Source: an optimization exercise on an open RTL-to-GDS flow (aim: small area). Production flows keep margins and buffers that such runs may drop. In this exercise RTL edits were held to simulation tests only and were not proved equivalent to the original. Power and IR drop assume default switching activity.

## run 1
==> flow/design.v <==
module dht_engine (
    input  wire        clk,
    input  wire        rst,           
    input  wire [31:0] ts,            
    input  wire        variant_sel,   
    input  wire        line_in,
    output wire        line_oe,
    output wire        line_out,
    output wire        prio_hint,
    output wire        done,
    input  wire        h_valid,
    input  wire        h_write,
    input  wire [7:0]  h_addr,
    input  wire [31:0] h_wdata,
    output reg  [31:0] h_rdata
);
    localparam integer CAP         = 41;
    localparam integer POLL_BUDGET = 3000;
    localparam integer T_START_US  = 10000;
    localparam [2:0] S_IDLE    = 3'b000,
                     S_DRV_OUT = 3'b001,
                     S_POLL    = 3'b010,
                     S_DONE    = 3'b011,
                     S_DRV_LOW = 3'b100,
                     S_HOLD    = 3'b101,
                     S_REL_IN  = 3'b110;
    reg  [2:0]  state;
    reg         variant;
    reg  [31:0] anchor;
    reg  [31:0] t0;
    reg  [11:0] iter;
    reg  [6:0]  k;           
    reg  [39:0] bits;        
    reg  [32*CAP-1:0] low_buf;     
    reg  [32*CAP-1:0] high_buf;    
    wire done_f = (state == S_DONE);
    wire busy   = (state != S_IDLE) && !done_f;
    wire dir    = state[2];
    wire prev   = k[0];
    assign line_oe   = dir;
    assign line_out  = 1'b0;
    assign prio_hint = busy;
    assign done      = done_f;
    wire start_acc = h_valid && h_write && (h_addr == 8'h00) && h_wdata[0] && !busy;
    wire [31:0] dur      = ts - anchor;             
    wire        poll     = (state == S_POLL);
    wire        edge_rec = poll && (line_in != prev);
    wire [5:0]  widx     = k[6:1];
    wire        last_hi  = edge_rec && (k == 7'd81);
    wire        iter_end = (iter >= POLL_BUDGET - 1);
    wire        bit_val  = (dur >= 32'd30);
    wire buf_clr = rst || start_acc;
    wire buf_wr  = edge_rec && !rst;
    genvar gi;
    generate
        for (gi = 0; gi < CAP; gi = gi + 1) begin : g_buf
            wire we_l = buf_wr && !prev && (widx == gi);
            wire we_h = buf_wr &&  prev && (widx == gi);
            always @(posedge clk) begin
                low_buf[32*gi +: 32]  <= (low_buf[32*gi +: 32]  & {32{!buf_clr}}) | (dur & {32{we_l}});
                high_buf[32*gi +: 32] <= (high_buf[32*gi +: 32] & {32{!buf_clr}}) | (dur & {32{we_h}});
            end
        end
    endgenerate
    always @(posedge clk) begin
        if (edge_rec && prev)
            bits <= {bits[38:0], bit_val};
    end
    always @(posedge clk) begin
        if (rst) begin
            state   <= S_IDLE;
            variant <= variant_sel;
            anchor  <= 32'd0;
            t0      <= 32'd0;
            iter    <= 12'd0;
            k       <= 7'd0;
        end else begin
            case (state)
                S_IDLE, S_DONE: begin
                    if (start_acc) begin
                        iter  <= 12'd0;
                        k     <= 7'd0;
                        state <= S_DRV_OUT;
                    end
                end
                S_DRV_OUT: state <= S_DRV_LOW;
                S_DRV_LOW: begin
                    t0     <= ts;
                    anchor <= ts;
                    state  <= S_HOLD;
                end
                S_HOLD: begin
                    if (dur >= T_START_US)
                        state <= S_REL_IN;
                end
                S_REL_IN: begin
                    anchor <= ts;
                    state  <= S_POLL;
                end
                S_POLL: begin
                    if (edge_rec) begin
                        k      <= k + 7'd1;
                        anchor <= ts;
                    end
                    iter <= iter + 12'd1;
                    if (last_hi || iter_end)
                        state <= S_DONE;
                end
                default: state <= S_IDLE;
            endcase
        end
    end
    wire [5:0]  hcnt   = k[6:1];
    wire [6:0]  lcnt   = {1'b0, k[6:1]} + {6'd0, k[0]};
    wire        has40  = (hcnt >= 6'd40);
    wire        zfirst = (hcnt == 6'd40);
    wire        skip1  = (hcnt == 6'd41);
    wire [39:0] frame  = has40 ? {bits[39] & skip1, bits[38:0]} : 40'd0;
    wire [7:0]  b0 = frame[39:32];
    wire [7:0]  b1 = frame[31:24];
    wire [7:0]  b2 = frame[23:16];
    wire [7:0]  b3 = frame[15:8];
    wire [7:0]  b4 = frame[7:0];
    wire [7:0]  sum = b0 + b1 + b2 + b3;
    wire [1:0]  err = !done_f ? 2'd0 : !has40 ? 2'd1 : (sum != b4) ? 2'd2 : 2'd0;
    wire        ok  = done_f && (err == 2'd0);
    wire [10:0] b0x5  = {b0, 2'b00} + {3'b000, b0};
    wire [15:0] hum10 = variant ? {b0, b1} : {4'd0, b0x5, 1'b0};
    wire [10:0] b2x5  = {b2, 2'b00} + {3'b000, b2};
    wire [14:0] mag   = variant ? {b2[6:0], b3} : {3'd0, b2x5, 1'b0};
    wire [18:0] m9    = {1'b0, mag, 3'b000} + {4'd0, mag};
    wire        neg   = b2[7];
    wire [19:0] t2    = 20'd1600 + ({1'b0, m9} ^ {20{neg}}) + {19'd0, neg};
    wire [31:0] temp_f = {{11{t2[19]}}, t2, 1'b0};
    wire [31:0] temp = ok ? temp_f : 32'd0;
    wire [31:0] hum  = ok ? {16'd0, hum10} : 32'd0;
    wire [5:0] a_idx  = h_addr[5:0];
    wire       rd_low  = (h_addr[7:6] == 2'b01);
    wire       rd_high = (h_addr[7:6] == 2'b10);
    wire [81:0] sel;
    genvar si, bi, gg;
    generate
        for (si = 0; si < CAP; si = si + 1) begin : g_sel
            assign sel[si]       = rd_low  && (a_idx == si);
            assign sel[CAP + si] = rd_high && (a_idx == si);
        end
    endgenerate
    wire [2*32*CAP-1:0] ent = {high_buf, low_buf};
    wire [31:0] buf_rd;
    generate
        for (bi = 0; bi < 32; bi = bi + 1) begin : g_rb
            wire [27:0] t;
            for (gg = 0; gg < 27; gg = gg + 1) begin : g_t
                assign t[gg] = ~((ent[32*(3*gg)   + bi] & sel[3*gg])
                               | (ent[32*(3*gg+1) + bi] & sel[3*gg+1])
                               | (ent[32*(3*gg+2) + bi] & sel[3*gg+2]));
            end
            assign t[27] = ~(ent[32*81 + bi] & sel[81]);
            assign buf_rd[bi] = ~&t;
        end
    endgenerate
    reg [31:0] reg_rd;
    always @(*) begin
        case (h_addr)
            8'h01: reg_rd = {20'd0, done_f, 1'b0, done_f, done_f, 2'b00, err, 1'b0, ok, done_f, busy};
            8'h02: reg_rd = {31'd0, variant};
            8'h03: reg_rd = temp;
            8'h04: reg_rd = hum;
            8'h05: reg_rd = {b0, b1, b2, b3};
            8'h06: reg_rd = {16'd0, sum, b4};
            8'h07: reg_rd = {16'd0, 2'b00, hcnt, 1'b0, lcnt};
            8'h08: reg_rd = {20'd0, iter};
            8'h09: reg_rd = {12'd0, 1'b0, dir, prev, zfirst, 2'b00, has40, 1'b0, has40, 3'b000, 7'd0, skip1};
            8'h0A: reg_rd = anchor;
            8'h0B: reg_rd = t0;
            default: reg_rd = 32'd0;
        endcase
    end
    always @(*) h_rdata = buf_rd | reg_rd;
endmodule
Settings: LEC_CHECK=0, CAP_MARGIN=20, CORE_MARGIN=2, CORE_UTILIZATION=40, SLEW_MARGIN=20; clock period 12.0 ns.
standard.sh (not shown) runs the stock make flow with config.mk's settings and CLKGATE_MAP_FILE= SYNTH_SCRIPT=/design/flow/synth_recipe.tcl, a recipe that flattens the netlist after the stock synthesis.
==> flow/flow/run.sh <==
#!/bin/bash
# Own layout flow: the standard flow (standard.sh) with
#  - synthesis using an area-oriented abc script (flow/abc_area.script),
#  - CTS with clkbuf_8 clock buffers, sink clusters of at most 12 within
#    50 um, and no dummy loads,
#  - a denser floorplan.
set -euo pipefail
export FLOW_WORK=$(pwd)
export FLOW_ABC_SCRIPT=$FLOW_WORK/flow/abc_area.script
bash standard.sh SYNTH_SCRIPT=$FLOW_WORK/flow/synth_wrap.tcl synth > synth.log 2>&1
bash standard.sh SYNTH_SCRIPT=$FLOW_WORK/flow/synth_wrap.tcl \
  CORE_UTILIZATION=50 \
  "CTS_ARGS=-sink_clustering_enable -repair_clock_nets -dont_use_dummy_load -buf_list sky130_fd_sc_hd__clkbuf_8 -sink_clustering_size 12 -sink_clustering_max_diameter 50" \
  finish > layout.log 2>&1
==> flow/flow/abc_area.script <==
&get -n
&st
&dch
&nf -a -R 1000
&put
==> flow/flow/synth_wrap.tcl <==
# Standard synthesis (synth_recipe.tcl), with abc given an area-oriented
# mapping script in place of ORFS's speed script. Registers are mapped by
# dfflibmap before abc runs, so they are the standard synthesis's.
proc abc {args} {
  set i [lsearch -exact $args -script]
  if {$i >= 0} { lset args [expr {$i + 1}] $::env(FLOW_ABC_SCRIPT) }
  puts "abc (flow script): $args"
  yosys abc {*}$args
}
source $::env(FLOW_WORK)/synth_recipe.tcl
Run 1 finished end to end and its layout was clean on timing, DRC and antenna.
Input changes introduced in run 2 (baseline for comparison: run 1):
--- a/flow/flow/run.sh
+++ b/flow/flow/run.sh
@@ -4,3 +4,3 @@
-#  - CTS with clkbuf_8 clock buffers, sink clusters of at most 12 within
-#    50 um, and no dummy loads,
-#  - a denser floorplan.
+#  - CTS with clkbuf_4 clock buffers, sink clusters of at most 8 within
+#    40 um, and no dummy loads,
+#  - a denser floorplan and placement.
@@ -12,2 +12,2 @@
-  CORE_UTILIZATION=50 \
-  "CTS_ARGS=-sink_clustering_enable -repair_clock_nets -dont_use_dummy_load -buf_list sky130_fd_sc_hd__clkbuf_8 -sink_clustering_size 12 -sink_clustering_max_diameter 50" \
+  CORE_UTILIZATION=50 PLACE_DENSITY=0.70 \
+  "CTS_ARGS=-sink_clustering_enable -repair_clock_nets -dont_use_dummy_load -buf_list sky130_fd_sc_hd__clkbuf_4 -sink_clustering_size 8 -sink_clustering_max_diameter 40" \
Findings:
Compared with run 1, the detailed router inserted more vias in run 2. Utilization: higher on run 1. Comparing run 1 and run 2, switching power is lower on run 2. Against run 1, detailed route wirelength on metal3 in run 2 rose by a few percent.
Here is what was changed in the inputs of run 3 compared with run 2.
--- a/flow/flow/run.sh
+++ b/flow/flow/run.sh
@@ -3,0 +4,2 @@
+#  - buf_2 port buffers,
+#  - repair aiming 10% below the slew and capacitance limits,
@@ -12 +14,2 @@
-  CORE_UTILIZATION=50 PLACE_DENSITY=0.70 \
+  CORE_UTILIZATION=50 PLACE_DENSITY=0.70 CAP_MARGIN=10 SLEW_MARGIN=10 \
+  "BUFFER_PORTS_ARGS=-buffer_cell sky130_fd_sc_hd__buf_2" \
[summary]
- Cell area for run 3 is lower than for run 2.
- Run 3 vs. run 2: wire length moved down; sequential logic power level; standby leakage power moved down.
- Share of post-route cells with drive strength above 1 was higher in the run labelled run 3.
- Looking at layout buffering overhead excluding clock cells, run 3 sits below run 2.
- On relative area of clock buffers and inverters in the final design, run 3 and run 2 are neck and neck.
- Worst hold-check slack: higher on run 3
- The number of iterations in the first detailed-routing pass in run 3 sits 3 below the value recorded for run 2.
- Setup WNS run 2 -> run 3: better

-- static timing again, ports no longer ideal --
How much do the figures lean on ideal ports? The routed layouts below were timed once more, with nothing changed but the port constraints. Step 1: set_driving_cell puts a clkbuf_16 on clk and a buf_2 on each other input, an assumption about the parent block. Step 2 adds t to the input delays and takes it off the output delays; t is the mean of the earliest and latest rising clock arrival at the registers after step 1. Input paths then give back, and output paths get back, about the clock's delay inside the block. a / b / c = no drivers / after step 1 / after step 2; a / b = the first two.
run | t, ns | setup slack, ns | clock arrival spread, ns | worst register clock-pin slew, ns
run 1 | 1.139 | 0.965 / 0.870 / 1.606 | 0.095 / 0.095 | 0.09 / 0.09
run 2 | 1.542 | 0.632 / 0.547 / 1.640 | 0.174 / 0.174 | 0.11 / 0.11
run 3 | 1.481 | 1.000 / 0.906 / 2.387 | 0.222 / 0.222 | 0.10 / 0.10
After both steps every run listed still meets setup and hold.
